Source: an optimization exercise on an open RTL-to-GDS flow (aim: small area, a short achievable clock period and few clock cycles per item). Production flows keep margins and buffers that such runs may drop. The RTL was checked by simulation tests, not by an equivalence proof against the original design.

$ cat flow/run.sh
#!/bin/bash
# synth_recipe.tcl (not shown) runs the flow's synth.tcl, then flattens the netlist and writes it again
# the make line also repeats each setting of config.mk as NAME=value (left out here)
make -C /OpenROAD-flow-scripts/flow DESIGN_CONFIG=/design/flow/config.mk WORK_HOME=/design/flow/orfs CLKGATE_MAP_FILE= SYNTH_SCRIPT=/design/flow/synth_recipe.tcl finish
$ cat flow/config.mk
export PLATFORM = sky130hd
export DESIGN_NAME = ntt_forward_butterfly_stage
export DESIGN_NICKNAME = ntt_forward_butterfly_stage
export VERILOG_FILES = /design/flow/design.v
export SDC_FILE = /design/flow/constraint.sdc
export NUM_CORES = 4
export LEC_CHECK = 0
export CAP_MARGIN = 20
export CORE_MARGIN = 2
export CORE_UTILIZATION = 40
export SLEW_MARGIN = 20
$ cat flow/constraint.sdc
create_clock -name core_clock -period 60.0 [get_ports {clk}]
set_input_delay 12.0000 -clock core_clock [delete_from_list [all_inputs] [get_ports {clk}]]
set_output_delay 12.0000 -clock core_clock [all_outputs]
set_load 0.01 [all_outputs]
$ cat flow/design.v
module modular_add_sub_unit #(
    parameter integer Q  = 3329,
    parameter integer DW = 12
) (
    input  wire [DW-1:0] a,
    input  wire [DW-1:0] b,
    input  wire          fn,
    output wire [DW-1:0] r
);
    wire [DW:0] sum  = {1'b0, a} + {1'b0, b};
    wire [DW:0] sumq = sum - Q;
    wire [DW:0] diff = {1'b0, a} - {1'b0, b};
    wire [DW:0] difq = diff + Q;
    assign r = fn ? (diff[DW] ? difq[DW-1:0] : diff[DW-1:0])
                  : (sumq[DW] ? sum[DW-1:0] : sumq[DW-1:0]);
endmodule
module modular_mult_unit #(
    parameter integer Q  = 3329,
    parameter integer DW = 12
) (
    input  wire [2*DW-1:0] p,
    output wire [DW-1:0]   r
);
    wire [13:0] h  = p[23:10];
    wire [27:0] qm = ({h, 12'b0} + {h, 10'b0}) - ({h, 6'b0} + {h, 4'b0} + h);
    wire [11:0] q  = qm[27:14];
    wire [12:0] qq = {q, 11'b0} + {q, 10'b0} + {q, 8'b0} + q;    
    wire [12:0] r0 = p[12:0] - qq;
    wire [12:0] r1 = r0 - 13'd3329;
    assign r = r1[12] ? r0[11:0] : r1[11:0];
endmodule
module twiddle_rom (
    input  wire [1:0]  tbl,      
    input  wire [2:0]  idx,
    output reg  [11:0] data
);
    always @(*) begin
        case ({tbl, idx})
            5'b00_000: data = 12'd1;
            5'b00_001: data = 12'd1729;
            5'b00_010: data = 12'd749;
            5'b00_011: data = 12'd40;
            5'b00_100: data = 12'd630;
            5'b00_101: data = 12'd687;
            5'b00_110: data = 12'd2481;
            5'b00_111: data = 12'd1897;
            5'b01_000: data = 12'd1432;
            5'b01_001: data = 12'd848;
            5'b01_010: data = 12'd2642;
            5'b01_011: data = 12'd2699;
            5'b01_100: data = 12'd3289;
            5'b01_101: data = 12'd2580;
            5'b01_110: data = 12'd1600;
            5'b01_111: data = 12'd3328;
            5'b10_000: data = 12'd630;
            5'b10_001: data = 12'd2699;
            5'b10_010: data = 12'd687;
            5'b10_011: data = 12'd2642;
            5'b10_100: data = 12'd2481;
            5'b10_101: data = 12'd848;
            5'b10_110: data = 12'd1897;
            5'b10_111: data = 12'd1432;
            5'b11_000: data = 12'd716;
            5'b11_001: data = 12'd424;
            5'b11_010: data = 12'd1321;
            5'b11_011: data = 12'd3014;
            5'b11_100: data = 12'd3309;
            5'b11_101: data = 12'd1290;
            5'b11_110: data = 12'd800;
            5'b11_111: data = 12'd1664;
            default:   data = 12'd0;
        endcase
    end
endmodule
module ntt_forward_butterfly #(
    parameter integer Q  = 3329,
    parameter integer DW = 12
) (
    input  wire [DW-1:0]   p,
    input  wire [DW-1:0]   r,
    input  wire [DW-1:0]   x,
    input  wire [DW-1:0]   y,
    input  wire            m_fwd,     
    input  wire            m_zero,    
    input  wire            m_r0,      
    input  wire            m_hlv,     
    input  wire            m_sub,     
    output wire [DW-1:0]   d,         
    output wire [2*DW-1:0] prod,
    output wire [DW-1:0]   aux
);
    assign prod = x * y;
    wire [DW-1:0] e;
    modular_add_sub_unit #(.Q(Q), .DW(DW)) u_e (.a(p), .b(m_r0 ? {DW{1'b0}} : r), .fn(1'b0), .r(e));
    modular_add_sub_unit #(.Q(Q), .DW(DW)) u_d (.a(p), .b(r), .fn(1'b1), .r(d));
    wire [DW-1:0] eh = {1'b0, e[DW-1:1]} + (e[0] ? (Q + 1) / 2 : 0);
    assign aux = m_sub ? d : m_fwd ? p : m_zero ? {DW{1'b0}} : m_hlv ? eh : e;
endmodule
module ntt_inverse_butterfly_stage #(
    parameter integer Q  = 3329,
    parameter integer DW = 12
) (
    input  wire [2*DW-1:0] prod,
    input  wire [DW-1:0]   aux,
    input  wire [DW-1:0]   u1,        
    input  wire            m_pass,    
    input  wire            m_fwd,     
    output wire [DW-1:0]   t,
    output wire [DW-1:0]   oa,
    output wire [DW-1:0]   ob
);
    modular_mult_unit #(.Q(Q), .DW(DW)) u_red (.p(prod), .r(t));
    wire [DW-1:0] u, v;
    modular_add_sub_unit #(.Q(Q), .DW(DW)) u_u (.a(u1),  .b(t), .fn(1'b0), .r(u));
    modular_add_sub_unit #(.Q(Q), .DW(DW)) u_v (.a(aux), .b(t), .fn(1'b1), .r(v));
    assign oa = m_pass ? aux : u;
    assign ob = m_fwd ? v : t;
endmodule
module ntt_forward_butterfly_stage (
    input  wire        clk,
    input  wire        rst,
    input  wire        cmd_valid,
    input  wire [31:0] cmd_word,
    output wire        cmd_ready,
    output wire        busy,
    output wire        rsp_valid,
    output wire [15:0] rsp_data
);
    localparam integer Q    = 3329;
    localparam integer N    = 16;
    localparam integer L    = 3;           
    localparam integer H    = N / 2;
    localparam integer DW   = 12;
    localparam integer NH   = 32;          
    localparam [3:0] OP_NOP  = 4'h0, OP_LDC  = 4'h1, OP_RDC  = 4'h2, OP_RDT  = 4'h3,
                     OP_RDS  = 4'h4, OP_NTT  = 4'h5, OP_INTT = 4'h6, OP_PWM  = 4'h7,
                     OP_MADD = 4'h8, OP_MSUB = 4'h9, OP_MMUL = 4'hA, OP_MHLV = 4'hB,
                     OP_FSTG = 4'hC, OP_ISTG = 4'hD;
    wire [3:0]  c_op  = cmd_word[31:28];
    wire [1:0]  c_d   = cmd_word[27:26];
    wire [1:0]  c_a   = cmd_word[25:24];
    wire [7:0]  c_idx = cmd_word[23:16];
    wire [15:0] c_imm = cmd_word[15:0];
    reg [31:0] c_mask;
    always @(*) begin
        case (c_op)
            OP_NOP, OP_RDS:                     c_mask = 32'hFFFF_FFFF;
            OP_LDC:                             c_mask = 32'hF300_0000;
            OP_RDC, OP_RDT:                     c_mask = 32'hFC00_FFFF;
            OP_NTT, OP_INTT:                    c_mask = 32'hF3FF_FFFF;
            OP_PWM, OP_MADD, OP_MSUB, OP_MMUL:  c_mask = 32'hF03F_FFFF;
            OP_MHLV:                            c_mask = 32'hF0FF_FFFF;
            OP_FSTG, OP_ISTG:                   c_mask = 32'hF300_FFFF;
            default:                            c_mask = 32'hF000_0000;
        endcase
    end
    wire c_err_op = (c_op >= 4'hE) || ((cmd_word & c_mask) != {c_op, 28'd0});
    reg c_err_idx;
    always @(*) begin
        case (c_op)
            OP_LDC, OP_RDC:   c_err_idx = (c_idx >= N);
            OP_RDT:           c_err_idx = (c_a == 2'd3) || (c_idx >= H);
            OP_FSTG, OP_ISTG: c_err_idx = (c_idx >= L);
            default:          c_err_idx = 1'b0;
        endcase
    end
    wire c_err_range = (c_op == OP_LDC) && (c_imm >= Q);
    wire accept    = cmd_valid && cmd_ready;
    wire fault_op  = c_err_op;
    wire fault_idx = !c_err_op && c_err_idx;
    wire fault_rng = !c_err_op && !c_err_idx && c_err_range;
    wire c_ok      = !c_err_op && !c_err_idx && !c_err_range;
    wire c_multi = (c_op >= OP_NTT) && (c_op <= OP_ISTG);
    reg        run_q, drn_q;
    reg [3:0]  op_q;
    reg [1:0]  d_q, a_q, b_q;
    reg [1:0]  stg_q, last_q;
    reg [2:0]  cnt_q;      
    reg [2:0]  rnd_q;      
    wire is_fwd  = (op_q == OP_NTT)  || (op_q == OP_FSTG);
    wire is_inv  = (op_q == OP_INTT) || (op_q == OP_ISTG);
    wire is_bfly = is_fwd || is_inv;
    wire is_pwm  = (op_q == OP_PWM);
    wire is_ew   = (op_q >= OP_MADD) && (op_q <= OP_MHLV);
    wire is_msub = (op_q == OP_MSUB);
    wire is_mmul = (op_q == OP_MMUL);
    wire is_mhlv = (op_q == OP_MHLV);
    wire iss = run_q && !drn_q;
    wire pw_last  = (rnd_q == 3'd5);                        
    wire last_cnt = is_bfly ? (cnt_q == 3'd3) : is_pwm ? (cnt_q == 3'd4) : (cnt_q == 3'd7);
    wire last_iss = is_bfly ? (cnt_q == 3'd3 && stg_q == last_q)
                  : is_pwm  ? pw_last : (cnt_q == 3'd7);
    always @(posedge clk) begin
        if (rst) begin
            run_q  <= 1'b0;
            drn_q  <= 1'b0;
            op_q   <= OP_NOP;
            d_q    <= 2'd0;
            a_q    <= 2'd0;
            b_q    <= 2'd0;
            stg_q  <= 2'd0;
            last_q <= 2'd0;
            cnt_q  <= 3'd0;
            rnd_q  <= 3'd0;
        end else if (!run_q) begin
            if (accept && c_ok && c_multi) begin
                run_q  <= 1'b1;
                op_q   <= c_op;
                d_q    <= c_d;
                a_q    <= c_a;
                b_q    <= cmd_word[23:22];
                cnt_q  <= (c_op == OP_PWM) ? 3'd3 : 3'd0;    
                rnd_q  <= 3'd0;
                if (c_op == OP_FSTG || c_op == OP_ISTG) begin
                    stg_q  <= c_idx[1:0];
                    last_q <= c_idx[1:0];
                end else begin
                    stg_q  <= 2'd0;
                    last_q <= L - 1;
                end
            end
        end else if (drn_q) begin
            run_q <= 1'b0;
            drn_q <= 1'b0;
        end else begin
            if (last_iss)
                drn_q <= 1'b1;
            if (last_cnt) begin
                cnt_q <= 3'd0;
                if (is_bfly) stg_q <= stg_q + 2'd1;
                if (is_pwm)  rnd_q <= rnd_q + 3'd1;
            end else begin
                cnt_q <= cnt_q + 3'd1;
            end
        end
    end
    wire [1:0] s  = cnt_q[1:0];
    wire [1:0] lm = is_fwd ? (2'd3 - stg_q) : (2'd1 + stg_q);
    reg  [2:0] j0h;    
    reg  [2:0] jmh;    
    always @(*) begin
        case (lm)
            2'd3:    begin j0h = {1'b0, s};          jmh = {1'b1, s};          end
            2'd2:    begin j0h = {s[1], 1'b0, s[0]}; jmh = {s[1], 1'b1, s[0]}; end
            default: begin j0h = {s, 1'b0};          jmh = {s, 1'b1};          end
        endcase
    end
    reg [2:0] bf_k;
    always @(*) begin
        if (is_fwd)
            case (stg_q)
                2'd0:    bf_k = 3'd1;
                2'd1:    bf_k = {2'b01, s[1]};
                default: bf_k = {1'b1, s};
            endcase
        else
            case (stg_q)
                2'd0:    bf_k = {1'b0, s};
                2'd1:    bf_k = {2'b10, s[1]};
                default: bf_k = 3'd6;
            endcase
    end
    wire [2:0] r2  = {rnd_q[1:0], 1'b0} - 3'd2;      
    wire sl0 = (cnt_q == 3'd0), sl1 = (cnt_q == 3'd1), sl2 = (cnt_q == 3'd2),
         sl3 = (cnt_q == 3'd3), sl4 = (cnt_q == 3'd4);
    wire p_ok  = (rnd_q >= 3'd1) && (rnd_q <= 3'd4);    
    wire qm_ok = (rnd_q >= 3'd2);                       
    wire qp_ok = (rnd_q <= 3'd3);                       
    reg [2:0] pw_p0, pw_r0, pw_p1, pw_r1;
    always @(*) begin
        case (cnt_q)
            3'd0:    begin pw_p0 = r2 - 3'd1; pw_r0 = r2 - 3'd1; pw_p1 = r2;        pw_r1 = r2;        end
            3'd1:    begin pw_p0 = r2;        pw_r0 = r2 + 3'd1; pw_p1 = r2 + 3'd1; pw_r1 = r2;        end
            3'd3:    begin pw_p0 = r2 + 3'd3; pw_r0 = r2;        pw_p1 = r2;        pw_r1 = r2 + 3'd3; end
            default: begin pw_p0 = r2;        pw_r0 = r2;        pw_p1 = r2 + 3'd3; pw_r1 = r2 + 3'd3; end
        endcase
    end
    reg [5:0] rda_q;       
    always @(posedge clk)
        if (accept) rda_q <= {c_idx[0], c_a, c_idx[3:1]};
    reg [NH*DW-1:0] mem_e, mem_o;
    reg [1:0] bank_p, bank_r;
    reg [2:0] ie_p, ie_r, io_p, io_r;
    always @(*) begin
        bank_p = a_q; bank_r = b_q;
        ie_p = cnt_q; ie_r = cnt_q; io_p = cnt_q; io_r = cnt_q;
        if (!run_q) begin
            bank_p = rda_q[4:3];
            ie_p = rda_q[2:0]; io_p = rda_q[2:0];
        end else if (is_bfly) begin
            bank_p = d_q; bank_r = d_q;
            ie_p = j0h; io_p = j0h; ie_r = jmh; io_r = jmh;
        end else if (is_pwm) begin
            ie_p = pw_p0; ie_r = pw_r0; io_p = pw_p1; io_r = pw_r1;
        end
    end
    wire [4:0] ae_p = {bank_p, ie_p};
    wire [4:0] ae_r = {bank_r, ie_r};
    wire [4:0] ao_p = {bank_p, io_p};
    wire [4:0] ao_r = {bank_r, io_r};
    wire [DW-1:0] p0 = mem_e[ae_p*DW +: DW];
    wire [DW-1:0] r0 = mem_e[ae_r*DW +: DW];
    wire [DW-1:0] p1 = mem_o[ao_p*DW +: DW];
    wire [DW-1:0] r1 = mem_o[ao_r*DW +: DW];
    wire [DW-1:0] tw_bf, tw_zp, tw_zq;
    twiddle_rom u_rom_bf (.tbl(is_fwd ? 2'd0 : 2'd3), .idx(bf_k),       .data(tw_bf));
    twiddle_rom u_rom_zp (.tbl(2'd2),                  .idx(r2),         .data(tw_zp));
    twiddle_rom u_rom_zq (.tbl(2'd2),                  .idx(r2 + 3'd1),  .data(tw_zq));
    wire [DW-1:0] rdt_data;
    twiddle_rom u_rom_host (.tbl(c_a), .idx(c_idx[2:0]), .data(rdt_data));
    reg [DW-1:0] tap_q, taq_q, tb_q, tcp_q, tcq_q;
    wire [DW-1:0]   d0, d1, aux0, aux1;
    wire [2*DW-1:0] pr0, pr1;
    reg [DW-1:0] x0, y0, x1, y1;
    always @(*) begin
        x0 = tw_bf; y0 = is_inv ? d0 : r0;
        x1 = tw_bf; y1 = is_inv ? d1 : r1;
        if (is_mmul) begin x0 = p0; x1 = p1; end
        if (is_pwm) begin
            x0 = sl2 ? tw_zp : p0;
            y0 = sl2 ? tap_q : (sl0 || sl4) ? r0 : r1;
            x1 = sl2 ? tw_zq : p1;
            y1 = sl2 ? taq_q : (sl0 || sl4) ? r1 : r0;
        end
    end
    ntt_forward_butterfly #(.Q(Q), .DW(DW)) u_l0s1 (
        .p(p0), .r(r0), .x(x0), .y(y0),
        .m_fwd(is_fwd), .m_zero(is_mmul), .m_r0(is_mhlv), .m_hlv(is_inv || is_mhlv), .m_sub(is_msub),
        .d(d0), .prod(pr0), .aux(aux0));
    ntt_forward_butterfly #(.Q(Q), .DW(DW)) u_l1s1 (
        .p(p1), .r(r1), .x(x1), .y(y1),
        .m_fwd(is_fwd), .m_zero(is_mmul), .m_r0(is_mhlv), .m_hlv(is_inv || is_mhlv), .m_sub(is_msub),
        .d(d1), .prod(pr1), .aux(aux1));
    reg          wa0_en, wb0_en, wa1_en, wb1_en;
    reg [2:0]    wa0_i, wb0_i, wa1_i, wb1_i;
    always @(*) begin
        wa0_en = 1'b0; wb0_en = 1'b0; wa1_en = 1'b0; wb1_en = 1'b0;
        wa0_i = cnt_q; wb0_i = jmh; wa1_i = cnt_q; wb1_i = jmh;
        if (iss) begin
            if (is_bfly) begin
                wa0_en = 1'b1; wb0_en = 1'b1; wa1_en = 1'b1; wb1_en = 1'b1;
                wa0_i = j0h; wa1_i = j0h;
            end else if (is_ew) begin
                wa0_en = 1'b1; wa1_en = 1'b1;
            end else if (is_pwm) begin
                wa0_en = (sl0 && qm_ok) || (sl4 && p_ok);
                wa0_i  = pw_p0;                  
                wa1_en = (sl1 || sl3) && p_ok;
                wa1_i  = pw_p1;                  
            end
        end
    end
    reg [2*DW-1:0] pr0_q, pr1_q;
    reg [DW-1:0]   aux0_q, aux1_q;
    reg            s2_fwd, s2_pass, s2_pwm;
    reg [2:0]      s2_sl;             
    reg [1:0]      s2_sl13;           
    reg [1:0]      s2_bank;
    reg            s2_wa0, s2_wb0, s2_wa1, s2_wb1;
    reg [2:0]      s2_ia0, s2_ib0, s2_ia1, s2_ib1;
    always @(posedge clk) begin
        pr0_q   <= pr0;
        pr1_q   <= pr1;
        aux0_q  <= aux0;
        aux1_q  <= aux1;
        s2_fwd  <= is_fwd;
        s2_pass <= is_inv || (is_ew && !is_mmul);
        s2_pwm  <= is_pwm;
        s2_sl   <= {is_pwm && sl4, is_pwm && sl2, is_pwm && sl0};
        s2_sl13 <= {is_pwm && sl3, is_pwm && sl1};
        s2_bank <= d_q;
        s2_ia0  <= wa0_i;
        s2_ib0  <= wb0_i;
        s2_ia1  <= wa1_i;
        s2_ib1  <= wb1_i;
        if (rst) begin
            s2_wa0 <= 1'b0; s2_wb0 <= 1'b0; s2_wa1 <= 1'b0; s2_wb1 <= 1'b0;
        end else begin
            s2_wa0 <= wa0_en; s2_wb0 <= wb0_en; s2_wa1 <= wa1_en; s2_wb1 <= wb1_en;
        end
    end
    wire [DW-1:0] t0, t1, oa0, ob0, oa1, ob1;
    wire [DW-1:0] u1_0 = s2_pwm ? (s2_sl[0] ? tcq_q : tcp_q) : aux0_q;
    wire [DW-1:0] u1_1 = s2_pwm ? tb_q : aux1_q;
    ntt_inverse_butterfly_stage #(.Q(Q), .DW(DW)) u_l0s2 (
        .prod(pr0_q), .aux(aux0_q), .u1(u1_0), .m_pass(s2_pass), .m_fwd(s2_fwd),
        .t(t0), .oa(oa0), .ob(ob0));
    ntt_inverse_butterfly_stage #(.Q(Q), .DW(DW)) u_l1s2 (
        .prod(pr1_q), .aux(aux1_q), .u1(u1_1), .m_pass(s2_pass), .m_fwd(s2_fwd),
        .t(t1), .oa(oa1), .ob(ob1));
    always @(posedge clk) begin
        if (s2_sl[0])   tap_q <= t1;                    
        if (s2_sl[2])   taq_q <= t1;                    
        if (s2_sl13[0] || s2_sl13[1]) tb_q <= t0;       
        if (s2_sl[1]) begin tcp_q <= t0; tcq_q <= t1; end    
    end
    wire host_ldc = !run_q && accept && c_ok && (c_op == OP_LDC);
    wire [1:0] wbank = run_q ? s2_bank : c_d;
    wire          ha0 = host_ldc && !c_idx[0];
    wire          ha1 = host_ldc &&  c_idx[0];
    wire [DW-1:0] wd_a0 = run_q ? oa0 : c_imm[DW-1:0];
    wire [DW-1:0] wd_a1 = run_q ? oa1 : c_imm[DW-1:0];
    genvar gb, gi;
    generate
        for (gb = 0; gb < 4; gb = gb + 1) begin : g_bank
            for (gi = 0; gi < H; gi = gi + 1) begin : g_word
                wire he_a = (s2_wa0 && s2_ia0 == gi) || (ha0 && c_idx[3:1] == gi);
                wire he_b = s2_wb0 && s2_ib0 == gi;
                wire ho_a = (s2_wa1 && s2_ia1 == gi) || (ha1 && c_idx[3:1] == gi);
                wire ho_b = s2_wb1 && s2_ib1 == gi;
                always @(posedge clk) begin
                    if (wbank == gb && (he_a || he_b))
                        mem_e[(gb*H+gi)*DW +: DW] <= he_b ? ob0 : wd_a0;
                    if (wbank == gb && (ho_a || ho_b))
                        mem_o[(gb*H+gi)*DW +: DW] <= ho_b ? ob1 : wd_a1;
                end
            end
        end
    endgenerate
    reg [2:0]  status_q;
    reg        rsp_v_q;
    reg [15:0] rsp_d_q;
    reg        rsp_rd_q;
    wire [DW-1:0] rdc_data = rda_q[5] ? p1 : p0;
    always @(posedge clk) begin
        if (rst) begin
            status_q <= 3'd0;
            rsp_v_q  <= 1'b0;
            rsp_d_q  <= 16'd0;
            rsp_rd_q <= 1'b0;
        end else begin
            rsp_v_q  <= 1'b0;
            rsp_rd_q <= 1'b0;
            if (accept) begin
                if (fault_op)  status_q[0] <= 1'b1;
                if (fault_idx) status_q[1] <= 1'b1;
                if (fault_rng) status_q[2] <= 1'b1;
                if (!c_err_op) begin
                    case (c_op)
                        OP_RDC: begin
                            rsp_v_q  <= 1'b1;
                            rsp_rd_q <= !c_err_idx;
                            rsp_d_q  <= 16'hFFFF;
                        end
                        OP_RDT: begin
                            rsp_v_q <= 1'b1;
                            rsp_d_q <= c_err_idx ? 16'hFFFF : {{(16-DW){1'b0}}, rdt_data};
                        end
                        OP_RDS: begin
                            rsp_v_q <= 1'b1;
                            rsp_d_q <= {13'd0, status_q};
                        end
                        default: ;
                    endcase
                end
            end
        end
    end
    assign cmd_ready = !run_q && !rst;
    assign busy      = run_q;
    assign rsp_valid = rsp_v_q && !rst;
    assign rsp_data  = rsp_rd_q ? {{(16-DW){1'b0}}, rdc_data} : rsp_d_q;
endmodule
==> results of run 1 <==
## state kept, by name, summed over array words and instances (netlist names), 13 cells and up
name / count
mem_e: 384
mem_o: 384
pr0_q: 24
pr1_q: 24
rsp_d_q: 13
## placed cells by master (no fill, tap or decap), types with 247 or more instances in the layout
cell / instances
nand2_1: 1789
edfxtp_1: 834
inv_1: 607
a21oi_1: 510
nor2_1: 464
ha_1: 404
nand3_1: 358
fa_1: 274
o21ai_0: 252
buf_4: 247
## final cells by class
class / instances / area [µm²]
Timing Repair Buffer: 307 / 2490
Tap cell: 2480 / 3100
Fill cell: 17700 / 103000
Clock inverter: 74 / 938
Antenna cell: 2 / 5.00
Clock buffer: 130 / 2830
Multi-Input combinational cell: 6383 / 42500
Inverter: 613 / 2300
Sequential cell: 968 / 27700
## stage by stage
| step | setup slack [ns] | cells | util | area [µm²] |
|---|---|---|---|---|
| after CTS | 34.51 | 11000 | 0.443 | 81900 |
| after global placement | 34.52 | 10700 | 0.423 | 78100 |
| after floorplan | 35.62 | 8493 | - | 74200 |
| after detailed placement | 34.52 | 10700 | 0.423 | 78100 |
| final | 34.51 | 11000 | 0.443 | 81900 |
| after global routing | 34.45 | 11000 | 0.443 | 81900 |
## critical path: stages
cell             delay (ns)
clkdlybuf4s50_1        0.46
buf_4                  0.42
nor2_1                 0.11
clkdlybuf4s50_1        0.50
## worst max-delay path by stage
stage          from        end  slack (ns)  cells past startpoint
6_report        rst  cmd_ready       34.51                      4
3_5_place_dp    rst  cmd_ready       34.52                      4
3_3_place_gp    rst  cmd_ready       34.52                      4
5_1_grt         rst  cmd_ready       34.45                      4
4_1_cts         rst  cmd_ready       34.51                      4
2_1_floorplan   rst  rsp_valid       35.62                      2
## metal layers
layer | global-route usage | part of all wire | vias up
met5 | 0 | 0.000033 | -
met4 | 0.148 | 0.059 | 2
met3 | 0.0602 | 0.12 | 753
met2 | 0.423 | 0.43 | 3779
met1 | 0.380 | 0.40 | 31600
li1 | - | - | 29500
## cell usage after synthesis (13+ instances only)
cell	number	share of area
ha_1	404	0.068
a311oi_1	197	0.023
fa_1	274	0.074
a31oi_1	123	0.010
o21bai_1	29	0.0029
o21ai_0	258	0.017
nand2b_1	74	0.0062
buf_1	97	0.0049
nor2b_1	83	0.0070
o211ai_1	94	0.0095
xnor2_1	165	0.019
a21boi_0	29	0.0029
o21ai_1	24	0.0016
nor3_1	103	0.0069
edfxtp_1	834	0.34
inv_1	607	0.031
a21oi_1	527	0.036
xor2_1	96	0.011
mux2i_1	110	0.015
nand2_1	1790	0.091
a22oi_1	13	0.0013
nand4_1	24	0.0020
o22ai_1	17	0.0014
nor4_1	16	0.0013
dfxtp_1	134	0.036
a211oi_1	214	0.022
nor2_1	532	0.027
o21a_1	52	0.0053
clkbuf_1	399	0.020
and2_1	214	0.018
and3_1	176	0.015
nand3_1	358	0.024
or3_1	26	0.0022
a221oi_1	23	0.0027
a21o_1	71	0.0072
mux2_2	51	0.0077
buf_4	16	0.0016
## cells by family after synthesis
group,share of synthesized area
AND/OR/NAND/NOR,0.208
AO/OA/AOI/OAI,0.161
buffers and inverters,0.0598
flip-flops,0.373
adder cells (fa/ha/maj),0.142
XOR/XNOR,0.0322
multiplexers,0.0232
==> key figures, run 1 <==
Global route
  • Largest net degree at the start of global routing: 183
  • Vias in the first global route: 62900
  • First-pass GRT wire length: 402000 µm
  • GRT Total Usage: 0.282
  • GR Overflow Total: 0
  • Initial antenna violation count: 8

Critical path
  • Worst R2R Start: cnt_q[1]
  • Arrival @ worst endpoint: 13.49 ns
  • Critical Setup Path Class: primary input to output pin
  • FF-to-FF End: pr1_q[22]
  • R2R depth: 59
  • Reg2reg setup slack: 43.76 ns
  • Crit start category: primary input
  • Max FO, Critical Path: 41
  • Critical Path End Type: output pin
  • Req. time, crit path: 48.00 ns

Hold path
  • Worst Hold Launch: d_q[1]
  • Hold depth: 0
  • Hold Path Class: flop to flop
  • Hold EP: s2_bank[1]

STA
  • # setup viols final: 0
  • Upper clock frequency limit: 39.2 MHz
  • Period utilisation layout: 0.425
  • Least-Margin Pin Slew: 1.23 ns
  • Hold Slack: 0.404 ns
  • Post-Route Setup TNS: 0 ns
  • Tmin final: 25.49 ns
  • RSZ-0062 raised after global routing: false
  • Clock skew: 0.0792 ns
  • Slew Viols, Final: 0
  • Slew headroom: 0.179
  • Final hold violations: 0

Yosys
  • Mapped Cells: 8493
  • Ys async rst share: 0
  • Synth cell types: 120
  • Main synth FF type: edfxtp_1
  • Sequential area share after synthesis: 0.373
  • Number of enable flip-flop cells after synthesis: 834
  • Number of synthesized register bits: 968
  • Syn Nets: 9206
  • Post-Syn Area: 0.0742 mm²
  • Number of synthesis warnings: 2
  • Post-Syn Area per Cell: 8.74 µm²

Clock network
  • CTS Root Cell: clkbuf_16
  • Post-CTS setup buffers: 0
  • H-tree levels: 3
  • CTS tree: done
  • Cts repair resizes: 0
  • Reg clk slew, reported paths: 0.06 ns
  • Clock buffer depth: 3
  • Clock Sinks: 968
  • Hold buffers post-CTS: 0
  • CTS Buf Count: 107
  • Skew-Pair Late Insertion Delay: 0.78 ns

Drt
  • DRT antenna net count: 0
  • Drt first pass iters: 8
  • Detailed-route via count: 65600
  • Wire length per cell: 25.0 µm
  • DRC: 0
  • DR vias/cell: 5.99
  • Post-Route WL: 274000 µm
  • Detailed Route Iter0 Violations: 8193

Job
  • Max Cap Viol: 0

Floorplanning
  • Starting Density: 0.402
  • Die area: 0.189 mm²
  • Num ports: 54
  • Core area: 0.185 mm²
  • FP Rows: 158
  • Die Y: 435 µm
  • Chip width: 435 µm

Layout
  • Nets: 9093
  • Share of cells above drive strength 1: 0.0760
  • Area added between synthesis and finish: 10.4%

Placed design
  • Final GP Congestion: 0.950
  • HPWL after DPL: 184000 µm
  • Port bufs: 53

Status
  • Outcome: no timing/DRC/antenna violations
Testbench counts, summed over its fixed seeds: cycles 22,088, items 192.
==> run 2, diff against run 1 <==
--- a/flow/design.v
+++ b/flow/design.v
@@ -202,7 +202,9 @@
             last_q <= 2'd0;
             cnt_q  <= 3'd0;
             rnd_q  <= 3'd0;
-        end else if (!run_q) begin
+        end else if (!run_q || drn_q) begin
+            run_q <= 1'b0;
+            drn_q <= 1'b0;
             if (accept && c_ok && c_multi) begin
                 run_q  <= 1'b1;
                 op_q   <= c_op;
@@ -219,9 +221,6 @@
                     last_q <= L - 1;
                 end
             end
-        end else if (drn_q) begin
-            run_q <= 1'b0;
-            drn_q <= 1'b0;
         end else begin
             if (last_iss)
                 drn_q <= 1'b1;
@@ -298,10 +297,21 @@
     wire [4:0] ae_r = {bank_r, ie_r};
     wire [4:0] ao_p = {bank_p, io_p};
     wire [4:0] ao_r = {bank_r, io_r};
-    wire [DW-1:0] p0 = mem_e[ae_p*DW +: DW];
-    wire [DW-1:0] r0 = mem_e[ae_r*DW +: DW];
-    wire [DW-1:0] p1 = mem_o[ao_p*DW +: DW];
-    wire [DW-1:0] r1 = mem_o[ao_r*DW +: DW];
+    wire [NH-1:0] se_p = {{(NH-1){1'b0}}, 1'b1} << ae_p;
+    wire [NH-1:0] se_r = {{(NH-1){1'b0}}, 1'b1} << ae_r;
+    wire [NH-1:0] so_p = {{(NH-1){1'b0}}, 1'b1} << ao_p;
+    wire [NH-1:0] so_r = {{(NH-1){1'b0}}, 1'b1} << ao_r;
+    reg  [DW-1:0] p0, r0, p1, r1;
+    integer gk;
+    always @(*) begin
+        p0 = {DW{1'b0}}; r0 = {DW{1'b0}}; p1 = {DW{1'b0}}; r1 = {DW{1'b0}};
+        for (gk = 0; gk < NH; gk = gk + 1) begin
+            p0 = p0 | (mem_e[gk*DW +: DW] & {DW{se_p[gk]}});
+            r0 = r0 | (mem_e[gk*DW +: DW] & {DW{se_r[gk]}});
+            p1 = p1 | (mem_o[gk*DW +: DW] & {DW{so_p[gk]}});
+            r1 = r1 | (mem_o[gk*DW +: DW] & {DW{so_r[gk]}});
+        end
+    end
     wire [DW-1:0] tw_bf, tw_zp, tw_zq;
     twiddle_rom u_rom_bf (.tbl(is_fwd ? 2'd0 : 2'd3), .idx(bf_k),       .data(tw_bf));
     twiddle_rom u_rom_zp (.tbl(2'd2),                  .idx(r2),         .data(tw_zp));
@@ -394,19 +404,29 @@
         if (s2_sl13[0] || s2_sl13[1]) tb_q <= t0;       
         if (s2_sl[1]) begin tcp_q <= t0; tcq_q <= t1; end    
     end
-    wire host_ldc = !run_q && accept && c_ok && (c_op == OP_LDC);
-    wire [1:0] wbank = run_q ? s2_bank : c_d;
-    wire          ha0 = host_ldc && !c_idx[0];
-    wire          ha1 = host_ldc &&  c_idx[0];
-    wire [DW-1:0] wd_a0 = run_q ? oa0 : c_imm[DW-1:0];
-    wire [DW-1:0] wd_a1 = run_q ? oa1 : c_imm[DW-1:0];
+    wire host_ldc = accept && c_ok && (c_op == OP_LDC);
+    reg          ld_v;
+    reg [1:0]    ld_bank;
+    reg [3:0]    ld_idx;
+    reg [DW-1:0] ld_data;
+    always @(posedge clk) begin
+        ld_v    <= !rst && host_ldc;
+        ld_bank <= c_d;
+        ld_idx  <= c_idx[3:0];
+        ld_data <= c_imm[DW-1:0];
+    end
+    wire [1:0] wbank = ld_v ? ld_bank : s2_bank;
+    wire          ha0 = ld_v && !ld_idx[0];
+    wire          ha1 = ld_v &&  ld_idx[0];
+    wire [DW-1:0] wd_a0 = ld_v ? ld_data : oa0;
+    wire [DW-1:0] wd_a1 = ld_v ? ld_data : oa1;
     genvar gb, gi;
     generate
         for (gb = 0; gb < 4; gb = gb + 1) begin : g_bank
             for (gi = 0; gi < H; gi = gi + 1) begin : g_word
-                wire he_a = (s2_wa0 && s2_ia0 == gi) || (ha0 && c_idx[3:1] == gi);
+                wire he_a = (s2_wa0 && s2_ia0 == gi) || (ha0 && ld_idx[3:1] == gi);
                 wire he_b = s2_wb0 && s2_ib0 == gi;
-                wire ho_a = (s2_wa1 && s2_ia1 == gi) || (ha1 && c_idx[3:1] == gi);
+                wire ho_a = (s2_wa1 && s2_ia1 == gi) || (ha1 && ld_idx[3:1] == gi);
                 wire ho_b = s2_wb1 && s2_ib1 == gi;
                 always @(posedge clk) begin
                     if (wbank == gb && (he_a || he_b))
@@ -456,8 +476,8 @@
             end
         end
     end
-    assign cmd_ready = !run_q && !rst;
-    assign busy      = run_q;
+    assign cmd_ready = (!run_q || drn_q) && !rst;
+    assign busy      = run_q && !drn_q;
     assign rsp_valid = rsp_v_q && !rst;
     assign rsp_data  = rsp_rd_q ? {{(16-DW){1'b0}}, rdc_data} : rsp_d_q;
 endmodule
==> key figures, run 2 <==
Layout
  • Share of cells above drive strength 1: 0.104
  • Nets: 7918
  • Final instance area: 0.0788 mm²
  • Top Registers: mem_e: 384 flops, mem_o: 384 flops
  • Area added between synthesis and finish: 12.4%
  • Commonest non-fill, non-tap cells in the layout: edfxtp_1, inv_1, nor2_1
  • Layout fillers: 16400
  • Register Area: 0.0281 mm²
  • Multi-input logic area: 0.0389 mm²
  • Commonest non-fill, non-tap cell in the layout: edfxtp_1

Drt
  • Post-Route WL: 328000 µm
  • DRC: 0
  • Drt first pass iters: 9
  • DR vias/cell: 6.58
  • Detailed-route via count: 63500
  • DRT antenna net count: 0
  • Detailed Route Iter0 Violations: 10200
  • Wire length per cell: 34.0 µm

Critical path
  • Critical Path End Type: output pin
  • Critical Setup Path Class: primary input to output pin
  • CP max stage delay: 0.72 ns
  • Crit start category: primary input
  • Critical Path, Cell by Cell: buf_2 -> nor2_1 -> clkdlybuf4s50_1
  • Arrival @ worst endpoint: 13.38 ns
  • Max FO, Critical Path: 43
  • Req. time, crit path: 48.00 ns
  • CP max stage cell: buf_2

Yosys
  • Most frequent cells after synthesis: edfxtp_1, nor2_1, inv_1
  • Sequential area share after synthesis: 0.401
  • Post-Syn Area: 0.0701 mm²
  • Post-Syn Area per Cell: 10.0 µm²
  • Synth cell types: 135
  • Number of synthesis warnings: 2
  • Number of enable flip-flop cells after synthesis: 834
  • Ys async rst share: 0
  • Number of synthesized register bits: 987
  • Mapped Cells: 7011
  • Main synth FF type: edfxtp_1
  • Largest area contributor in the netlist: edfxtp_1
  • Post-synth top area share: 0.357
  • Syn Nets: 7720
  • Main area contributors after synthesis: edfxtp_1, fa_1, ha_1, dfxtp_1, a22oi_1
  • Top-count cell post-synth: edfxtp_1

Placed design
  • Port bufs: 53
  • Worst slack, placed: 34.65 ns
  • HPWL after DPL: 230000 µm
  • Final GP Congestion: 1.03
  • Placed cell areas: 0.0751 mm²

Global route
  • Vias in the first global route: 59900
  • GR Overflow Total: 0
  • First-pass GRT wire length: 452000 µm
  • GRT Total Usage: 0.355
  • Largest net degree at the start of global routing: 66
  • Initial antenna violation count: 24

Floorplanning
  • Core area: 0.174 mm²
  • Num ports: 54
  • Die Y: 423 µm
  • FP Rows: 153
  • Chip width: 423 µm
  • Die area: 0.179 mm²
  • Starting Density: 0.403

STA
  • Upper clock frequency limit: 39.4 MHz
  • Clock skew: 0.0703 ns
  • Post-Route Setup TNS: 0 ns
  • Slew Viols, Final: 0
  • Hold Slack: 0.463 ns
  • Least-Margin Pin Slew: 1.32 ns
  • Period utilisation layout: 0.423
  • # setup viols final: 0
  • Final hold violations: 0
  • Slew headroom: 0.117
  • Tmin final: 25.38 ns
  • RSZ-0062 raised after global routing: false
  • Setup ws final: 34.62 ns

Clock network
  • H-tree levels: 3
  • Cts repair resizes: 0
  • CTS Buf Count: 111
  • Post-CTS setup buffers: 0
  • CTS tree: done
  • Hold buffers post-CTS: 0
  • Skew-Pair Late Insertion Delay: 0.79 ns
  • Reg clk slew, reported paths: 0.06 ns
  • CTS Root Cell: clkbuf_16
  • Clock buffer depth: 3
  • Clock Sinks: 987

Hold path
  • Hold Path Class: flop to flop

Job
  • Max Cap Viol: 0

Status
  • Outcome: no timing/DRC/antenna violations
-- run 2: kinds of logic after synthesis --
kind of cell	after synthesis	synth area share
buffers and inverters	895	0.0506
xor gates and xnor gates	280	0.0368
AOI/OAI and AO/OA	1925	0.194
muxes	185	0.0277
and+or+nand+nor	2062	0.140
adders and majority gates	677	0.150
DFF	987	0.401
-- run 2: final timing paths --
kind	from	to	slack (ns)	depth (start not counted)
max	rst	cmd_ready	34.62	3
min reg2reg	d_q[1]	s2_bank[1]	0.46	0
min	d_q[1]	s2_bank[1]	0.46	0
max reg2reg	cnt_q[0]	pr1_q[22]	44.18	54
-- run 2: area by class of cell --
cell class	instances	area share
multi-input cells	5129	0.493
inverters	604	0.0288
repair buffers	376	0.0374
clock buffers	138	0.0373
diodes	12	0.000381
well taps	2325	0.0369
clock inverters	68	0.00956
flip-flops and latches	987	0.357
-- run 2: per-layer routing --
metal  wire length (µm)  track usage  up-vias
li1                   -            -    26300
met1             123000        0.456    31200
met2             136000        0.518     4724
met3              45300        0.123     1246
met4              23200        0.201       18
met5                207      0.00591        -
-- run 2: stage by stage --
stage | utilization | cells
CTS | 0.453 | 9627
detailed placement | 0.431 | 9421
floorplan | - | 7011
global route | 0.453 | 9632
finish | 0.453 | 9639
global placement | 0.431 | 9420
-- run 2: critical path: cells and delay by family --
kind	cells	cell delay [ns]
buffers and inverters	2	1.24
and+or+nand+nor	1	0.13
Testbench counts of run 2, summed over its fixed seeds: cycles 21,320, items 192.
==> run 3, diff against run 2 <==
--- a/flow/design.v
+++ b/flow/design.v
@@ -186,7 +186,7 @@
     wire is_mmul = (op_q == OP_MMUL);
     wire is_mhlv = (op_q == OP_MHLV);
     wire iss = run_q && !drn_q;
-    wire pw_last  = (rnd_q == 3'd5);                        
+    wire pw_last  = (rnd_q == 3'd4) && (cnt_q == 3'd4);     
     wire last_cnt = is_bfly ? (cnt_q == 3'd3) : is_pwm ? (cnt_q == 3'd4) : (cnt_q == 3'd7);
     wire last_iss = is_bfly ? (cnt_q == 3'd3 && stg_q == last_q)
                   : is_pwm  ? pw_last : (cnt_q == 3'd7);
@@ -194,14 +194,6 @@
         if (rst) begin
             run_q  <= 1'b0;
             drn_q  <= 1'b0;
-            op_q   <= OP_NOP;
-            d_q    <= 2'd0;
-            a_q    <= 2'd0;
-            b_q    <= 2'd0;
-            stg_q  <= 2'd0;
-            last_q <= 2'd0;
-            cnt_q  <= 3'd0;
-            rnd_q  <= 3'd0;
         end else if (!run_q || drn_q) begin
             run_q <= 1'b0;
             drn_q <= 1'b0;
@@ -211,7 +203,7 @@
                 d_q    <= c_d;
                 a_q    <= c_a;
                 b_q    <= cmd_word[23:22];
-                cnt_q  <= (c_op == OP_PWM) ? 3'd3 : 3'd0;    
+                cnt_q  <= (c_op == OP_PWM) ? 3'd4 : 3'd0;    
                 rnd_q  <= 3'd0;
                 if (c_op == OP_FSTG || c_op == OP_ISTG) begin
                     stg_q  <= c_idx[1:0];
@@ -264,7 +256,8 @@
          sl3 = (cnt_q == 3'd3), sl4 = (cnt_q == 3'd4);
     wire p_ok  = (rnd_q >= 3'd1) && (rnd_q <= 3'd4);    
     wire qm_ok = (rnd_q >= 3'd2);                       
-    wire qp_ok = (rnd_q <= 3'd3);                       
+    wire pw_first = (rnd_q == 3'd0);                    
+    wire pw_lastr = (rnd_q == 3'd4);                    
     reg [2:0] pw_p0, pw_r0, pw_p1, pw_r1;
     always @(*) begin
         case (cnt_q)
@@ -273,6 +266,9 @@
             3'd3:    begin pw_p0 = r2 + 3'd3; pw_r0 = r2;        pw_p1 = r2;        pw_r1 = r2 + 3'd3; end
             default: begin pw_p0 = r2;        pw_r0 = r2;        pw_p1 = r2 + 3'd3; pw_r1 = r2 + 3'd3; end
         endcase
+        if (sl3 && pw_lastr) begin pw_p0 = r2 + 3'd1; pw_r0 = r2 + 3'd1; end
+        if (sl4 && pw_first) pw_p0 = r2 + 3'd3;
+        if (sl4 && pw_lastr) pw_p1 = r2;
     end
     reg [5:0] rda_q;       
     always @(posedge clk)
@@ -328,9 +324,9 @@
         if (is_mmul) begin x0 = p0; x1 = p1; end
         if (is_pwm) begin
             x0 = sl2 ? tw_zp : p0;
-            y0 = sl2 ? tap_q : (sl0 || sl4) ? r0 : r1;
+            y0 = sl2 ? tap_q : ((sl0 || sl4) && !(sl4 && pw_first)) || (sl3 && pw_lastr) ? r0 : r1;
             x1 = sl2 ? tw_zq : p1;
-            y1 = sl2 ? taq_q : (sl0 || sl4) ? r1 : r0;
+            y1 = sl2 ? taq_q : (sl0 || sl4) && !(sl4 && pw_lastr) ? r1 : r0;
         end
     end
     ntt_forward_butterfly #(.Q(Q), .DW(DW)) u_l0s1 (
@@ -353,9 +349,9 @@
             end else if (is_ew) begin
                 wa0_en = 1'b1; wa1_en = 1'b1;
             end else if (is_pwm) begin
-                wa0_en = (sl0 && qm_ok) || (sl4 && p_ok);
+                wa0_en = (sl0 && qm_ok) || (sl4 && p_ok) || (sl3 && pw_lastr);
                 wa0_i  = pw_p0;                  
-                wa1_en = (sl1 || sl3) && p_ok;
+                wa1_en = (sl1 && p_ok) || (sl3 && p_ok && !pw_lastr) || (sl4 && pw_lastr);
                 wa1_i  = pw_p1;                  
             end
         end
@@ -363,8 +359,8 @@
     reg [2*DW-1:0] pr0_q, pr1_q;
     reg [DW-1:0]   aux0_q, aux1_q;
     reg            s2_fwd, s2_pass, s2_pwm;
-    reg [2:0]      s2_sl;             
-    reg [1:0]      s2_sl13;           
+    reg            s2_tap, s2_taq, s2_tb, s2_tc;    
+    reg            s2_ucq;            
     reg [1:0]      s2_bank;
     reg            s2_wa0, s2_wb0, s2_wa1, s2_wb1;
     reg [2:0]      s2_ia0, s2_ib0, s2_ia1, s2_ib1;
@@ -376,8 +372,11 @@
         s2_fwd  <= is_fwd;
         s2_pass <= is_inv || (is_ew && !is_mmul);
         s2_pwm  <= is_pwm;
-        s2_sl   <= {is_pwm && sl4, is_pwm && sl2, is_pwm && sl0};
-        s2_sl13 <= {is_pwm && sl3, is_pwm && sl1};
+        s2_tap  <= is_pwm && sl0;
+        s2_taq  <= is_pwm && sl4;
+        s2_tb   <= is_pwm && (sl1 || (sl3 && !pw_lastr) || (sl4 && pw_first));
+        s2_tc   <= is_pwm && sl2;
+        s2_ucq  <= sl0 || sl3;
         s2_bank <= d_q;
         s2_ia0  <= wa0_i;
         s2_ib0  <= wb0_i;
@@ -390,7 +389,7 @@
         end
     end
     wire [DW-1:0] t0, t1, oa0, ob0, oa1, ob1;
-    wire [DW-1:0] u1_0 = s2_pwm ? (s2_sl[0] ? tcq_q : tcp_q) : aux0_q;
+    wire [DW-1:0] u1_0 = s2_pwm ? (s2_ucq ? tcq_q : tcp_q) : aux0_q;
     wire [DW-1:0] u1_1 = s2_pwm ? tb_q : aux1_q;
     ntt_inverse_butterfly_stage #(.Q(Q), .DW(DW)) u_l0s2 (
         .prod(pr0_q), .aux(aux0_q), .u1(u1_0), .m_pass(s2_pass), .m_fwd(s2_fwd),
@@ -399,10 +398,10 @@
         .prod(pr1_q), .aux(aux1_q), .u1(u1_1), .m_pass(s2_pass), .m_fwd(s2_fwd),
         .t(t1), .oa(oa1), .ob(ob1));
     always @(posedge clk) begin
-        if (s2_sl[0])   tap_q <= t1;                    
-        if (s2_sl[2])   taq_q <= t1;                    
-        if (s2_sl13[0] || s2_sl13[1]) tb_q <= t0;       
-        if (s2_sl[1]) begin tcp_q <= t0; tcq_q <= t1; end    
+        if (s2_tap) tap_q <= t1;                         
+        if (s2_taq) taq_q <= t1;                         
+        if (s2_tb)  tb_q  <= t0;                         
+        if (s2_tc) begin tcp_q <= t0; tcq_q <= t1; end   
     end
     wire host_ldc = accept && c_ok && (c_op == OP_LDC);
     reg          ld_v;
@@ -410,7 +409,7 @@
     reg [3:0]    ld_idx;
     reg [DW-1:0] ld_data;
     always @(posedge clk) begin
-        ld_v    <= !rst && host_ldc;
+        ld_v    <= host_ldc;           
         ld_bank <= c_d;
         ld_idx  <= c_idx[3:0];
         ld_data <= c_imm[DW-1:0];
@@ -443,18 +442,19 @@
     reg        rsp_rd_q;
     wire [DW-1:0] rdc_data = rda_q[5] ? p1 : p0;
     always @(posedge clk) begin
-        if (rst) begin
+        if (rst)
             status_q <= 3'd0;
-            rsp_v_q  <= 1'b0;
-            rsp_d_q  <= 16'd0;
-            rsp_rd_q <= 1'b0;
-        end else begin
+        else if (accept) begin
+            if (fault_op)  status_q[0] <= 1'b1;
+            if (fault_idx) status_q[1] <= 1'b1;
+            if (fault_rng) status_q[2] <= 1'b1;
+        end
+    end
+    always @(posedge clk) begin
+        begin
             rsp_v_q  <= 1'b0;
             rsp_rd_q <= 1'b0;
             if (accept) begin
-                if (fault_op)  status_q[0] <= 1'b1;
-                if (fault_idx) status_q[1] <= 1'b1;
-                if (fault_rng) status_q[2] <= 1'b1;
                 if (!c_err_op) begin
                     case (c_op)
                         OP_RDC: begin
--- a/flow/config.mk
+++ b/flow/config.mk
@@ -5,6 +5,7 @@
 export SDC_FILE = /design/flow/constraint.sdc
 export NUM_CORES = 4
 export LEC_CHECK = 0
+export ABC_AREA = 1
 export CAP_MARGIN = 20
 export CORE_MARGIN = 2
 export CORE_UTILIZATION = 40
==> key figures, run 3 <==
Status
  • Outcome: no timing/DRC/antenna violations

STA
  • Slew Viols, Final: 0
  • Final hold violations: 0
  • Tmin final: 25.78 ns
  • Upper clock frequency limit: 38.8 MHz
  • Clock skew: 0.0355 ns
  • # setup viols final: 0
  • RSZ-0062 raised after global routing: false
  • Period utilisation layout: 0.430
  • Least-Margin Pin Slew: 1.36 ns
  • Post-Route Setup TNS: 0 ns
  • Slew headroom: 0.0933

Clock network
  • Cts repair resizes: 0
  • Skew-Pair Late Insertion Delay: 0.79 ns
  • Post-CTS setup buffers: 0
  • CTS Buf Count: 113
  • Clock Sinks: 987
  • CTS tree: done
  • Hold buffers post-CTS: 0
  • CTS Root Cell: clkbuf_16
  • H-tree levels: 3
  • Clock buffer depth: 3
  • Reg clk slew, reported paths: 0.06 ns

Layout
  • Share of cells above drive strength 1: 0.0813
  • Final instance area: 0.0782 mm²
  • Area added between synthesis and finish: 11.6%
  • Commonest non-fill, non-tap cells in the layout: nand2_1, inv_1, edfxtp_1
  • Top Registers: mem_e: 384 flops, mem_o: 384 flops
  • Commonest non-fill, non-tap cell in the layout: nand2_1
  • Nets: 8989

Drt
  • Detailed Route Iter0 Violations: 10200
  • DRC: 0
  • Post-Route WL: 344000 µm
  • Wire length per cell: 32.1 µm
  • Detailed-route via count: 65300
  • DRT antenna net count: 0
  • Drt first pass iters: 9
  • DR vias/cell: 6.10

Critical path
  • Max FO, Critical Path: 7
  • Reg2reg setup slack: 45.50 ns
  • FF-to-FF End: pr1_q[23]
  • Req. time, crit path: 48.00 ns
  • Worst Setup SP: rst
  • Arrival @ worst endpoint: 13.79 ns
  • Critical Setup Path Class: primary input to output pin
  • Worst Setup EP: cmd_ready
  • Worst R2R Start: op_q[2]
  • Critical Path End Type: output pin
  • Crit start category: primary input
  • R2R depth: 56

Floorplanning
  • Chip width: 423 µm
  • Die Y: 423 µm
  • Core area: 0.174 mm²
  • Starting Density: 0.403
  • FP Rows: 153
  • Die area: 0.179 mm²
  • Num ports: 54

Yosys
  • Main area contributors after synthesis: edfxtp_1, nand2_1, fa_1, ha_1, inv_1
  • Mux share of post-synthesis cell area: 0.000286
  • Largest family of logic cells by synthesized area: simple AND/OR/NAND/NOR gates
  • Compound-Gate Fraction of Synth Area: 0.136
  • Number of enable flip-flop cells after synthesis: 867
  • Post-Syn Area per Cell: 8.66 µm²
  • Post-synth top area share: 0.371
  • Number of synthesis warnings: 2
  • Ys async rst share: 0
  • Syn Nets: 8811
  • Number of synthesized register bits: 987
  • Post-Syn Area: 0.0701 mm²
  • Post-synthesis simple-gate area fraction: 0.197
  • Synth Area in XOR/XNOR: 0.0316
  • Mapped Cells: 8098
  • Main synth FF type: edfxtp_1
  • Top-count cell post-synth: nand2_1
  • Largest area contributor in the netlist: edfxtp_1
  • Sequential area share after synthesis: 0.406
  • Post-Synth Adder-Cell Area: 0.150
  • Most frequent cells after synthesis: nand2_1, inv_1, edfxtp_1
  • Synth cell types: 84

Placed design
  • HPWL after DPL: 251000 µm
  • Placed cell areas: 0.0745 mm²
  • Port bufs: 53
  • Final GP Congestion: 1.07

Global route
  • Largest net degree at the start of global routing: 49
  • GRT Total Usage: 0.374
  • First-pass GRT wire length: 466000 µm
  • Vias in the first global route: 61100
  • Initial antenna violation count: 23
  • GR Overflow Total: 0

Hold path
  • Hold Path Class: flop to flop
  • Worst Hold Launch: d_q[1]

Job
  • Max Cap Viol: 0
## run 3: changes by cell type in the layout (fill, tap and decap cells not counted), moves of 109 or more
| cell | change |
|---|---|
| o21ai_0 | +223 |
| buf_4 | -109 |
| xnor2_1 | -122 |
| nand3_1 | +110 |
| a22oi_1 | -251 |
| nand2_1 | +1305 |
| inv_1 | +552 |
| mux2i_1 | -131 |
## run 3: final cells by class
cell class | instances | area, µm²
diodes | 8 | 20.0
clock buffers | 136 | 3000
clock inverters | 75 | 702
fillers | 17000 | 95800
inverters | 1237 | 4660
multi-input cells | 5670 | 36400
flip-flops and latches | 987 | 28400
well taps | 2325 | 2910
repair buffers | 267 | 2140
## run 3: worst max-delay path, cell delays in order
cell             delay (ns)
clkdlybuf4s50_1        0.75
nor2_1                 0.40
clkdlybuf4s50_1        0.62
## run 3: cells by family after synthesis
kind of cell	after synthesis
buffers and inverters	1441
adders and majority gates	678
DFF	987
xor gates and xnor gates	250
muxes	2
and+or+nand+nor	3221
AOI/OAI and AO/OA	1519
## run 3: per-stage QoR
step | util | setup slack (ns) | hold WS [ns] | instances
global route | 0.450 | 34.25 | 0.412 | 10700
global placement | 0.428 | 34.20 | 0.396 | 10500
floorplan | - | 35.83 | 0.368 | 8098
CTS | 0.449 | 34.22 | 0.397 | 10700
detailed placement | 0.428 | 34.23 | 0.386 | 10500
finish | 0.450 | 34.22 | 0.401 | 10700
## run 3: per-layer routing
layer,GRT usage,vias to the layer above,routed length [µm]
met5,0.00188,-,203
met4,0.214,22,24300
met3,0.129,1124,49200
met2,0.536,4719,140000
met1,0.488,31600,130000
li1,-,27900,-
## run 3: worst min-delay path by stage
stage            endpoint  slack (ns)  cells after the start
2_1_floorplan  s2_bank[1]        0.37                      0
3_3_place_gp   s2_bank[1]        0.40                      0
3_5_place_dp   s2_bank[1]        0.39                      0
4_1_cts        s2_bank[1]        0.40                      0
5_1_grt        s2_bank[1]        0.41                      0
6_report       s2_bank[1]        0.40                      0
Testbench counts of run 3, summed over its fixed seeds: cycles 20,936, items 192.
==> run 4, diff against run 3 <==
--- a/flow/config.mk
+++ b/flow/config.mk
@@ -8,5 +8,9 @@
 export ABC_AREA = 1
 export CAP_MARGIN = 20
 export CORE_MARGIN = 2
-export CORE_UTILIZATION = 40
+export CORE_UTILIZATION = 52
+export CTS_BUF_LIST = sky130_fd_sc_hd__clkbuf_8
+export CTS_CLUSTER_DIAMETER = 45
+export CTS_CLUSTER_SIZE = 14
+export PLACE_DENSITY = 0.65
 export SLEW_MARGIN = 20
==> key figures, run 4 <==
Floorplanning
  • Num ports: 54
  • FP Rows: 134
  • Starting Density: 0.525
  • Die area: 0.138 mm²
  • Die Y: 371 µm
  • Core area: 0.134 mm²
  • Chip width: 371 µm

Hold path
  • Hold depth: 0
  • Hold Path Class: flop to flop

Critical path
  • Arrival @ worst endpoint: 13.31 ns
  • Crit path depth: 3
  • Critical Path End Type: output pin
  • Max FO, Critical Path: 7
  • Critical Setup Path Class: primary input to output pin
  • Critical Path, Cell by Cell: clkdlybuf4s50_1 -> nor2_1 -> clkdlybuf4s50_1
  • R2R depth: 59
  • Crit path buf inv count: 2
  • Most frequent CP cell: clkdlybuf4s50_1
  • CP max stage cell: clkdlybuf4s50_1
  • CP delay by family, top: buffers and inverters
  • Req. time, crit path: 48.00 ns
  • CP max stage delay: 0.56 ns
  • Crit start category: primary input

Clock network
  • Clock buffer depth: 3
  • Skew-Pair Late Insertion Delay: 0.97 ns
  • CTS tree: done
  • Clock Sinks: 987
  • H-tree levels: 4
  • Cts repair resizes: 0
  • Reg clk slew, reported paths: 0.09 ns
  • Hold buffers post-CTS: 0
  • Post-CTS setup buffers: 0
  • CTS Buf Count: 133
  • CTS Root Cell: clkbuf_8

Yosys
  • Post-Syn Area per Cell: 8.66 µm²
  • Most frequent cells after synthesis: nand2_1, inv_1, edfxtp_1
  • Post-Syn Area: 0.0701 mm²
  • Post-synth top area share: 0.371
  • Syn Nets: 8811
  • Main area contributors after synthesis: edfxtp_1, nand2_1, fa_1, ha_1, inv_1
  • Top-count cell post-synth: nand2_1
  • Ys async rst share: 0
  • Number of synthesis warnings: 2
  • Sequential area share after synthesis: 0.406
  • Synth cell types: 84
  • Number of synthesized register bits: 987
  • Main synth FF type: edfxtp_1
  • Mapped Cells: 8098
  • Number of enable flip-flop cells after synthesis: 867
  • Largest area contributor in the netlist: edfxtp_1

STA
  • RSZ-0062 raised after global routing: false
  • Tmin final: 25.31 ns
  • Post-Route Setup TNS: 0 ns
  • Final hold violations: 0
  • Clock skew: 0.106 ns
  • Slew headroom: 0.0879
  • Setup ws final: 34.69 ns
  • Period utilisation layout: 0.422
  • # setup viols final: 0
  • Slew Viols, Final: 0
  • Least-Margin Pin Slew: 1.36 ns
  • Upper clock frequency limit: 39.5 MHz

Layout
  • Register Area: 0.0284 mm²
  • Commonest non-fill, non-tap cell in the layout: nand2_1
  • Multi-input logic area: 0.0364 mm²
  • Fin util: 0.575
  • Commonest non-fill, non-tap cells in the layout: nand2_1, inv_1, edfxtp_1
  • Nets: 9004
  • Share of cells above drive strength 1: 0.0893
  • Final instance area: 0.0768 mm²
  • Layout fillers: 12100
  • Area added between synthesis and finish: 9.57%
  • Top Registers: mem_e: 384 flops, mem_o: 384 flops

Global route
  • Vias in the first global route: 62000
  • Largest net degree at the start of global routing: 51
  • GRT Total Usage: 0.477
  • GR Overflow Total: 0
  • Initial antenna violation count: 21
  • First-pass GRT wire length: 457000 µm

Placed design
  • Port bufs: 53
  • Final GP Congestion: 1.09
  • Worst slack, placed: 34.72 ns
  • Placed cell areas: 0.0738 mm²
  • HPWL after DPL: 238000 µm

Status
  • Outcome: no timing/DRC/antenna violations

Job
  • Max Cap Viol: 0

Drt
  • Wire length per cell: 32.5 µm
  • Detailed Route Iter0 Violations: 11900
  • DRT antenna net count: 0
  • DRC: 0
  • Detailed-route via count: 66600
  • DR vias/cell: 6.55
  • Post-Route WL: 331000 µm
  • Drt first pass iters: 9
[run 4: cell counts after synthesis]
Identical to the previous run, type by type.
[run 4: worst paths after layout]
| check | startpoint | end | slack (ns) |
|---|---|---|---|
| setup / recovery | rst | rsp_valid | 34.69 |
| hold / removal | d_q[1] | s2_bank[1] | 0.42 |
| setup reg to reg | op_q[2] | pr1_q[23] | 45.47 |
| hold reg to reg | d_q[1] | s2_bank[1] | 0.42 |
[run 4: final cells by class]
| type | instances | share of cell area |
|---|---|---|
| Antenna cell | 15 | 0.000489 |
| Clock buffer | 138 | 0.0247 |
| Clock inverter | 101 | 0.0129 |
| Inverter | 1237 | 0.0606 |
| Multi-Input combinational cell | 5670 | 0.474 |
| Sequential cell | 987 | 0.370 |
| Tap cell | 1768 | 0.0288 |
| Timing Repair Buffer | 262 | 0.0277 |
[run 4: cell families (layout without fill, tap and decap cells)]
group                    count (synthesis)  count (layout)  synth area share
AND/OR/NAND/NOR                       3221            3221             0.197
flip-flops                             987             987             0.406
AO/OA/AOI/OAI                         1519            1519             0.136
multiplexers                             2               2          0.000286
adder cells (fa/ha/maj)                678             678             0.150
other                                    0              15                 0
XOR/XNOR                               250             250            0.0316
buffers and inverters                 1441            1738            0.0794
[run 4: layer usage]
layer,wire (µm),global-route usage
met5,150,0.00105
met4,29400,0.326
met3,53700,0.192
met2,130000,0.655
met1,118000,0.611
[run 4: per-stage QoR]
stage	hold WS, ns	std cells
global route	0.437	10200
global placement	0.393	9921
finish	0.415	10200
floorplan	0.368	8098
CTS	0.418	10200
detailed placement	0.396	9922

-- afterwards: timing with drivers on the ports --
No port has a modelled driver above. Below, the same layouts with a new extraction and two added sets of constraints. Step 1 assumes that a clkbuf_16 drives the clock port and a buf_2 every other input. Step 2 times the ports against the registers' clock, not the clock port: input delays grow and output delays shrink by t, the midpoint of the rising clock arrivals with the driver on. Slacks: ideal / step 1 / step 2; pairs: ideal / step 1.
run | t, ns | setup slack, ns | hold WS [ns] | cell pins on the clock port's net
run 1 | 0.822 | 34.505 / 34.475 / 34.475 | 0.404 / 0.404 / 0.404 | 1
run 2 | 0.836 | 34.623 / 34.600 / 34.600 | 0.463 / 0.463 / 0.463 | 1
run 3 | 0.863 | 34.215 / 34.189 / 34.189 | 0.401 / 0.401 / 0.401 | 1
run 4 | 0.997 | 34.689 / 34.667 / 34.667 | 0.415 / 0.415 / 0.415 | 1
After both steps every run listed still meets setup and hold. For run 1, which loses most, drivers alone change the setup slack by -0.030 ns; drivers and shift together by -0.030 ns.
